This design comes from an exercise in tuning for small area on the open sky130 flow, not from production work.
Only simulation tests tie the RTL to the original design; equivalence was not proved.
No activity file was given, so power comes from the tool's default toggle rates.

--- flow/run.sh ---
#!/bin/bash
# synth_recipe.tcl (not shown) runs the flow's synth.tcl, then flattens the netlist and writes it again
# the make line also repeats each setting of config.mk as NAME=value (left out here)
make -C /OpenROAD-flow-scripts/flow DESIGN_CONFIG=/design/flow/config.mk WORK_HOME=/design/flow/orfs CLKGATE_MAP_FILE= SYNTH_SCRIPT=/design/flow/synth_recipe.tcl finish
--- flow/config.mk ---
export PLATFORM = sky130hd
export DESIGN_NAME = solar16_core
export DESIGN_NICKNAME = solar16_core
export VERILOG_FILES = /design/flow/design.v
export SDC_FILE = /design/flow/constraint.sdc
export NUM_CORES = 4
export LEC_CHECK = 0
export CAP_MARGIN = 20
export CORE_MARGIN = 2
export CORE_UTILIZATION = 40
export PLACE_DENSITY = 0.6
export SLEW_MARGIN = 20
--- flow/constraint.sdc ---
create_clock -name core_clock -period 10.0 [get_ports {clk}]
set_input_delay 2.0000 -clock core_clock [delete_from_list [all_inputs] [get_ports {clk}]]
set_output_delay 2.0000 -clock core_clock [all_outputs]
set_load 0.01 [all_outputs]
--- flow/design.v ---
module solar16_core (
    input  wire        clk,
    input  wire        rst,           
    input  wire [16:0] prog_len,      
    output wire        imem_req,
    output wire [15:0] imem_addr,
    input  wire        imem_ack,
    input  wire [31:0] imem_rdata,
    output wire        dmem_req,
    output wire        dmem_we,
    output wire [15:0] dmem_addr,
    output wire [7:0]  dmem_wdata,
    input  wire        dmem_ack,
    input  wire [7:0]  dmem_rdata,
    output wire        in_req,
    input  wire        in_ack,
    input  wire        in_eof,
    input  wire [20:0] in_char,
    output wire        out_valid,
    output wire [7:0]  out_data,
    output wire [1:0]  run_state,     
    output wire [2:0]  fault_cause,
    output wire [16:0] fault_pc,
    output wire [7:0]  fault_opcode,
    output wire [7:0]  fault_operand,
    output wire [16:0] pc_out,
    output wire        z_out,
    input  wire [3:0]  dbg_sel,
    output wire [15:0] dbg_reg
);
    localparam S_CLEAR = 5'd0,    
               S_FETCH = 5'd1,    
               S_FWAIT = 5'd2,    
               S_EXEC  = 5'd3,    
               S_RS    = 5'd4,    
               S_RD    = 5'd5,    
               S_CAPA  = 5'd6,    
               S_MUL   = 5'd7,    
               S_SH    = 5'd8,    
               S_MQ1   = 5'd9,    
               S_MW1   = 5'd10,
               S_MQ2   = 5'd11,   
               S_MW2   = 5'd12,
               S_INQ   = 5'd13,   
               S_INW   = 5'd14,
               S_HALT  = 5'd15,
               S_F1    = 5'd16,   
               S_F2    = 5'd17,
               S_F3    = 5'd18,
               S_F4    = 5'd19;
    localparam O_ADD = 4'd0, O_SUB = 4'd1, O_MUL = 4'd2, O_MOV = 4'd3,
               O_LD  = 4'd4, O_ST  = 4'd5, O_CLR = 4'd6, O_CMP = 4'd7,
               O_AND = 4'd8, O_NOT = 4'd9, O_OR  = 4'd10, O_XOR = 4'd11,
               O_SHL = 4'd12, O_SHR = 4'd13;
    reg [4:0]   state;
    reg [3:0]   opc;
    reg [3:0]   rdr;
    reg [3:0]   cnt;
    reg [16:0]  pc;
    reg         zf;
    reg [31:0]  ir;
    reg [255:0] ring;
    wire [15:0] A  = ir[15:0];
    wire [15:0] B  = ir[31:16];
    wire [15:0] w0 = ring[15:0];
    wire [7:0] op  = A[7:0];
    reg legal, uses1, uses2;
    always @(*) begin
        legal = 1'b1; uses1 = 1'b0; uses2 = 1'b0;
        case (op)
            8'h00, 8'h01, 8'h02, 8'h11, 8'h12, 8'h13, 8'h41, 8'h44, 8'h45:
                uses1 = 1'b1;
            8'h03, 8'h04, 8'h05, 8'h10, 8'h30, 8'h40, 8'h42, 8'h43: begin
                uses1 = 1'b1; uses2 = 1'b1;
            end
            8'h20, 8'h21, 8'h22, 8'h23, 8'hF0, 8'hFF: ;
            default: legal = 1'b0;
        endcase
    end
    wire bad1 = uses1 && (A[15:12] != 4'd0);
    wire bad2 = uses2 && (B[7:4] != 4'd0);
    reg [3:0] dec_opc;
    always @(*) begin
        case (op)
            8'h00, 8'h03: dec_opc = O_ADD;
            8'h01, 8'h04: dec_opc = O_SUB;
            8'h02, 8'h05: dec_opc = O_MUL;
            8'h10:        dec_opc = O_MOV;
            8'h11:        dec_opc = O_LD;
            8'h12:        dec_opc = O_ST;
            8'h13:        dec_opc = O_CLR;
            8'h30:        dec_opc = O_CMP;
            8'h40:        dec_opc = O_AND;
            8'h41:        dec_opc = O_NOT;
            8'h42:        dec_opc = O_OR;
            8'h43:        dec_opc = O_XOR;
            8'h44:        dec_opc = O_SHL;
            default:      dec_opc = O_SHR;
        endcase
    end
    wire hit_rd = (cnt == rdr);
    wire hit_rs = (cnt == B[3:0]);
    wire [3:0] jd = cnt - rdr;               
    wire [3:0] km = jd - 4'd1;               
    wire sh_on = (jd != 4'd0) && (jd <= A[3:0]);
    wire st_rd  = (state == S_RD);
    wire st_mul = (state == S_MUL);
    wire st_sh  = (state == S_SH);
    wire [16:0] mask;
    genvar gi;
    generate
        for (gi = 0; gi < 16; gi = gi + 1) begin : g_mask
            assign mask[gi] = !st_mul || (gi <= km);
        end
    endgenerate
    assign mask[16] = 1'b0;
    wire xw  = st_rd;                         
    wire xb  = st_mul || st_sh;               
    wire sub = st_rd && (opc == O_SUB);
    wire [15:0] ax = (w0 & {16{xw}}) | ({B[14:0], 1'b0} & {16{xb}});
    wire [15:0] ay = st_mul ? (A & mask[15:0] & {16{B[15]}}) :
                     st_sh  ? 16'd0 : (B ^ {16{sub}});
    wire        cin = sub || (state == S_MQ2);
    wire [16:0] cy;
    wire [15:0] sum;
    assign cy[0] = cin;
    generate
        for (gi = 0; gi < 16; gi = gi + 1) begin : g_add
            assign sum[gi] = ax[gi] ^ ay[gi] ^ cy[gi];
            assign cy[gi+1] = ((ax[gi] & ay[gi]) | (cy[gi] & (ax[gi] ^ ay[gi]))) & (mask[gi+1] | !st_mul);
        end
    endgenerate
    reg [3:0] lut;
    always @(*) begin
        case (state)
            S_CLEAR:        lut = 4'b0000;
            S_RS, S_CAPA:   lut = 4'b1100;           
            S_RD: case (opc)
                O_AND:      lut = 4'b1000;
                O_OR:       lut = 4'b1110;
                O_XOR, O_CMP: lut = 4'b0110;
                O_NOT:      lut = 4'b0011;
                O_CLR:      lut = 4'b0000;
                default:    lut = 4'b1010;           
            endcase
            default:        lut = 4'b1010;           
        endcase
    end
    wire [15:0] lres = (w0 & B & {16{lut[3]}}) | (w0 & ~B & {16{lut[2]}}) |
                       (~w0 & B & {16{lut[1]}}) | (~w0 & ~B & {16{lut[0]}});
    wire [15:0] in_value = (in_eof || in_char == 21'd10) ? 16'd0 : in_char[15:0];
    wire [15:0] ldv = {dmem_rdata, A[15:8]};
    wire use_sum = (st_rd && (opc == O_ADD || opc == O_SUB)) || st_mul ||
                   (st_sh && !hit_rd && opc == O_SHL);
    wire use_shr = st_sh && !hit_rd && opc == O_SHR;
    wire use_ld  = (state == S_MW1) || (state == S_MW2);
    wire use_in  = (state == S_INW);
    wire [15:0] bus = use_sum ? sum :
                      use_shr ? {1'b0, B[15:1]} :
                      use_ld  ? ldv :
                      use_in  ? in_value : lres;
    wire bus_zero = (bus == 16'd0);
    wire we = (state == S_CLEAR) ||
              (hit_rd && ((st_rd && opc != O_CMP) || st_mul || st_sh));
    always @(posedge clk)
        ring <= {we ? bus : w0, ring[255:16]};
    wire [16:0] pc_next = pc + 17'd4;
    wire pc_ok = (pc[1:0] == 2'b00) && (pc_next <= prog_len);
    assign imem_req  = (state == S_FETCH) && pc_ok;
    assign imem_addr = pc[15:0];
    assign dmem_req  = (state == S_MQ1) || (state == S_MQ2);
    assign dmem_we   = (opc == O_ST);
    assign dmem_addr = sum;
    assign dmem_wdata = (state == S_MQ2) ? A[15:8] : A[7:0];
    assign in_req    = (state == S_INQ);
    assign out_valid = (state == S_MQ1) && (opc == O_ST) && (B == 16'hFF00);
    assign out_data  = A[7:0];
    wire faulted = (state == S_F1) || (state == S_F2) || (state == S_F3) || (state == S_F4);
    assign run_state   = faulted ? 2'd2 : (state == S_HALT) ? 2'd1 : 2'd0;
    assign fault_cause = (state == S_F1) ? 3'd1 : (state == S_F2) ? 3'd2 :
                         (state == S_F3) ? 3'd3 : (state == S_F4) ? 3'd4 : 3'd0;
    assign fault_pc    = faulted ? pc : 17'd0;
    assign fault_opcode  = (state == S_F1 || state == S_F4) ? A[7:0] : 8'd0;
    assign fault_operand = (state == S_F4) ? ((A[15:12] != 4'd0) ? A[15:8] : B[7:0]) : 8'd0;
    assign pc_out  = pc;
    assign z_out   = zf;
    wire [3:0] dpos = dbg_sel - cnt;
    assign dbg_reg = ring[16 * dpos +: 16];
    reg        done;      
    always @(*) begin
        done = 1'b0;
        case (state)
            S_RD, S_MUL, S_SH: done = hit_rd;
            S_MW2:             done = dmem_ack && (opc == O_ST);
            default: ;
        endcase
    end
    always @(posedge clk) begin
        if (rst) begin
            state <= S_CLEAR;
            cnt   <= 4'd0;
            pc    <= 17'd0;
            zf    <= 1'b0;
        end else begin
            cnt <= cnt + 4'd1;
            if (done) begin
                pc    <= pc_next;
                state <= S_FETCH;
            end
            if (hit_rd && ((st_rd && opc != O_MOV && opc != O_LD) || st_mul || st_sh))
                zf <= bus_zero;
            case (state)
                S_CLEAR: if (cnt == 4'd15) state <= S_FETCH;
                S_FETCH: begin
                    if (pc[1:0] != 2'b00)  state <= S_F2;
                    else if (!pc_ok)       state <= S_F3;
                    else                   state <= S_FWAIT;
                end
                S_FWAIT: if (imem_ack) begin
                    ir    <= imem_rdata;
                    state <= S_EXEC;
                end
                S_EXEC: begin
                    rdr <= A[11:8];
                    opc <= dec_opc;
                    if (!legal)                state <= S_F1;
                    else if (bad1 || bad2)     state <= S_F4;
                    else case (op)
                        8'h00, 8'h01, 8'h13, 8'h41: state <= S_RD;
                        8'h02, 8'h12:               state <= S_CAPA;
                        8'h44, 8'h45: begin
                            ir[15:0] <= bus;        
                            state    <= S_CAPA;
                        end
                        8'h11: state <= (B == 16'hFF10) ? S_INQ : S_MQ1;
                        8'h20: begin pc <= {1'b0, B}; state <= S_FETCH; end
                        8'h21: begin pc <= zf ? {1'b0, B} : pc_next; state <= S_FETCH; end
                        8'h22: begin pc <= zf ? pc_next : {1'b0, B}; state <= S_FETCH; end
                        8'h23: state <= S_HALT;
                        8'hF0: begin zf <= 1'b0; pc <= pc_next; state <= S_FETCH; end
                        8'hFF: begin pc <= pc_next; state <= S_FETCH; end
                        default: state <= S_RS;     
                    endcase
                end
                S_RS: if (hit_rs) begin
                    ir[31:16] <= bus;
                    state     <= (opc == O_MUL) ? S_CAPA : S_RD;
                end
                S_CAPA: if (hit_rd) begin
                    if (opc == O_SHL || opc == O_SHR) ir[31:16] <= bus;
                    else                              ir[15:0]  <= bus;
                    state    <= (opc == O_MUL) ? S_MUL : (opc == O_ST) ? S_MQ1 : S_SH;
                end
                S_MUL: ir[31:16] <= bus;
                S_SH:  if (sh_on) ir[31:16] <= bus;
                S_MQ1: state <= S_MW1;
                S_MW1: if (dmem_ack) begin
                    if (opc == O_LD) ir[15:0] <= bus;
                    state <= S_MQ2;
                end
                S_MQ2: state <= S_MW2;
                S_MW2: if (dmem_ack && opc == O_LD) begin
                    ir[31:16] <= bus;
                    state     <= S_RD;
                end
                S_INQ: state <= S_INW;
                S_INW: if (in_ack) begin
                    ir[31:16] <= bus;
                    state     <= S_RD;
                end
                default: ;   
            endcase
        end
    end
endmodule
==> results.py <==
metrics = {
    "run_status": {
        "status": "complete, but fails checks",
        "check-failures": "negative setup slack",
    },
    "drt": {
        "wl_um": 54300,
        "post_drt_wl_per_cell_um": 23.4,
        "drc": 0,
        "vias": 13300,
        "ant_nets": 0,
        "drt_iter0_drc": 1136,
        "first_pass_iters": 5,
        "drt-vias-per-instance": 5.72,
    },
    "die": {
        "io_pins": 213,
        "die_w_um": 202,
        "fp.dieH_um": 202,
        "coreArea_sq_mm": 0.0387,
        "rows": 72,
        "start_util_pct": 40.6,
        "die_area_sq_mm": 0.0409,
    },
    "logic_synthesis": {
        "synth_seq_area_share_pct": 43.6,
        "syn_nets": 1688,
        "synth_top_area_cell": "dfxtp_1",
        "synthTopCellsByCount": "283 x dfxtp_1, 115 x nand2_1, 86 x nor2_1, 81 x o21ai_0, 80 x inv_1",
        "synth_edf_count": 40,
        "syn_inst": 1551,
        "synthFlopType": "dfxtp_1",
        "synth.top_cell.area_share_pct": 36.0,
        "ys_ff_latch": 323,
        "synth_area_per_cell_sq_um": 10.1,
        "yosys.cell_types.count": 86,
        "synth_area_sq_mm": 0.0157,
        "yosys_warnings": 1,
        "yosysMostFrequentCell": "dfxtp_1",
        "async_reset_ff_share_pct": 0,
        "synth_area_leaders": "dfxtp_1 36%, mux4_2 9.6%, edfxtp_1 7.6%",
    },
    "grt": {
        "grt_pass1_vias": 13200,
        "grt-ovfl-total": 0,
        "grt_util_met1_pct": 33.4,
        "gr-usage-met3_pct": 3.18,
        "grt_antenna_before_repair": 1,
        "grt_max_degree": 37,
        "use_met2_pct": 43.2,
        "grt_pass1_wl_um": 81300,
        "grt-busiest-layer": "met2",
        "grtUsageTotal_pct": 26.0,
    },
    "pwr": {
        "clkPwrFrac_pct": 44.2,
        "seqPwrFrac_pct": 45.4,
        "ir_drop_uv": 139,
        "switchingPower_w": 0.000669,
        "power.leakage_nw": 7.75,
        "intPower_w": 0.00225,
        "powerDensity_mw_per_mm2": 144,
        "switching_share_pct": 23.0,
        "comb_power_share_pct": 10.4,
    },
    "sta": {
        "slew_violations": 0,
        "fin_skew_ns": 0.0167,
        "fmax_ghz": 0.0865,
        "whs_ns": 0.342,
        "hold_violations": 0,
        "setup_viol": 4,
        "fin_crit_ns": 11.56,
        "setup_slack_ns": -1.56,
        "worst_pin_slew_ns": 1.09,
        "rsz0062_at_grt": "true",
        "fin_crit_sh_pct": 116,
        "slew_headroom_pct": 27.0,
    },
    "cts": {
        "cts_tree": "done",
        "path_clk_slew_ns": 0.06,
        "cts_hold_buffers": 0,
        "clk_latency_ns": 0.52,
        "htree_levels": 2,
        "cts_max_path_buffers": 3,
        "cts_sinks": 323,
        "clock-root-buffer": "clkbuf_16",
        "numCtsBuffers": 35,
    },
    "final_layout": {
        "drive_gt1_share_pct": 18.7,
        "finish.instance_area_sq_mm": 0.0202,
        "area_growth_pct": 28.5,
        "antenna_cells": 0,
        "nets": 1914,
    },
    "critical_path": {
        "cp-startpoint": "rdr[0]$_DFFE_PP_",
        "crit_slowest_cell": "fa_2",
        "critPathMaxFanout": 3,
        "critPathArrivalTime_ns": 9.56,
        "slowest_delay_ns": 0.45,
        "path_class": "flip-flop to output pin",
        "cpMostUsedCell": "fa_2",
        "start_kind": "flip-flop",
        "r2r-start": "rdr[0]$_DFFE_PP_",
        "crit_path_end_kind": "output pin",
        "critical_path_required_ns": 8.00,
    },
    "min_path": {
        "min_from": "ring[66]$_DFF_P_",
        "worstHoldPathType": "flip-flop to flip-flop",
    },
    "placement": {
        "io_buffer_count": 212,
        "placed_area_sq_mm": 0.0189,
        "place.gp.congestion": 0.946,
        "dpl_worst_slack_ns": -1.58,
        "dp_hpwl_um": 40500,
    },
    "job": {
        "max-cap-violations": 0,
    },
}
## power by group through the flow
stage / clock [W] / sequential [W] / combinational [W]
6_report: 0.00129 / 0.00132 / 0.000304
3_5_place_dp: 0 / 0.00135 / 0.000301
4_1_cts: 0.00131 / 0.00132 / 0.000306
3_3_place_gp: 0 / 0.00135 / 0.000297
5_1_grt: 0.00137 / 0.00132 / 0.000328
2_1_floorplan: 0 / 0.00135 / 0.000159
## cell families after synthesis
kind of cell,after synthesis,share of synthesized area [%]
and+or+nand+nor,441,14.6
AOI/OAI and AO/OA,362,15.6
DFF,323,43.6
buffers and inverters,217,6.02
muxes,104,12.1
xor gates and xnor gates,55,3.32
adders and majority gates,49,4.71
## metal layers
layer | routed length, um | part of all wire, %
met3 | 3070 | 5.7
met1 | 22700 | 42
met4 | 2960 | 5.4
met2 | 25500 | 47
met5 | 16 | 0.029
## worst paths after layout
check / endpoint / slack [ns] / cells past startpoint
hold reg to reg: ring[50]$_DFF_P_ / 0.34 / 0
hold / removal: ring[50]$_DFF_P_ / 0.34 / 0
setup / recovery: dmem_addr[15] / -1.56 / 41
setup reg to reg: ring[254]$_DFF_P_ / 0.32 / 41
## flip-flops by register name (all words and copies together), names as in the netlist
name   count
rdr        4
pc        17
state      5
opc        4
cnt        4
ir        32
zf         1
ring     256
## cell type report
cell class / count / area, sq um
inverter: 80 / 300
sequential: 323 / 6870
timing repair buffer: 326 / 3000
clock buffer: 51 / 1070
fill: 3534 / 18500
clock inverter: 11 / 104
tap: 518 / 648
multi-input combinational: 1011 / 8220
## layout by cell type, fill, tap and decap left out, drive strengths merged, types with 8 or more instances in the layout
cell type,n
dfxtp,283
clkdlybuf4s50,207
buf,118
nand2,115
nor2,89
o21ai,85
inv,83
a21oi,78
mux4,67
clkbuf,52
xnor2,44
edfxtp,40
and3,37
nand3,35
ha,32
nor2b,29
o211ai,25
a211oi,24
nor3,24
nand2b,23
mux2i,22
a22oi,20
nand4,19
nor4,18
a32oi,17
fa,17
mux2,15
a221oi,15
o31ai,11
o41ai,11
o2111ai,10
or4,10
xor2,10
a21o,8
nand3b,8
## timing repair
item,4_1_cts,5_1_grt
resized for setup,22,7
setup endpoints to repair,5,7
setup buffers,3,5
pin swaps,15,1
## worst max-delay path, delay by kind of cell (launching register included)
kind	cells	cell delay (ns)
compound gates	4	0.73
xor+xnor	2	0.25
fa+ha+maj	16	5.22
buf+inv	3	0.34
flops	1	0.41
simple gates	16	2.05
## through the flow
stage                     util (%)  std cells  TNS (ns)  total power [W]
final                         52.2       2320     -3.65          0.00292
after global routing          52.2       2320     -4.66          0.00302
after CTS                     52.0       2315     -3.71          0.00294
after detailed placement      48.9       2250     -3.34          0.00165
after floorplan                  -       1551     -1.24          0.00151
after global placement        48.8       2248     -3.21          0.00165

## re-timing with driven ports
The flow's constraints put no driver on any port. The routed layout listed below was extracted and timed again, unchanged, in two steps. Step 1, drivers: a clkbuf_16 drives clk and a buf_2 each remaining input, both assumed. Step 2 also shifts input and output timing later by t, the mid clock arrival at the registers, as if the neighbouring blocks saw the same clock. Three values: ideal ports, drivers, drivers and shift; two values: the first two.
t, ns: 0.564
slack for setup (ns): -1.561 / -1.612 / -1.048
latest minus earliest clock arrival (ns): 0.017 / 0.017
slew at the worst register clock pin (ns): 0.07 / 0.07
The setup slack of this run moves by -0.051 ns with the drivers and by +0.513 ns with both steps.
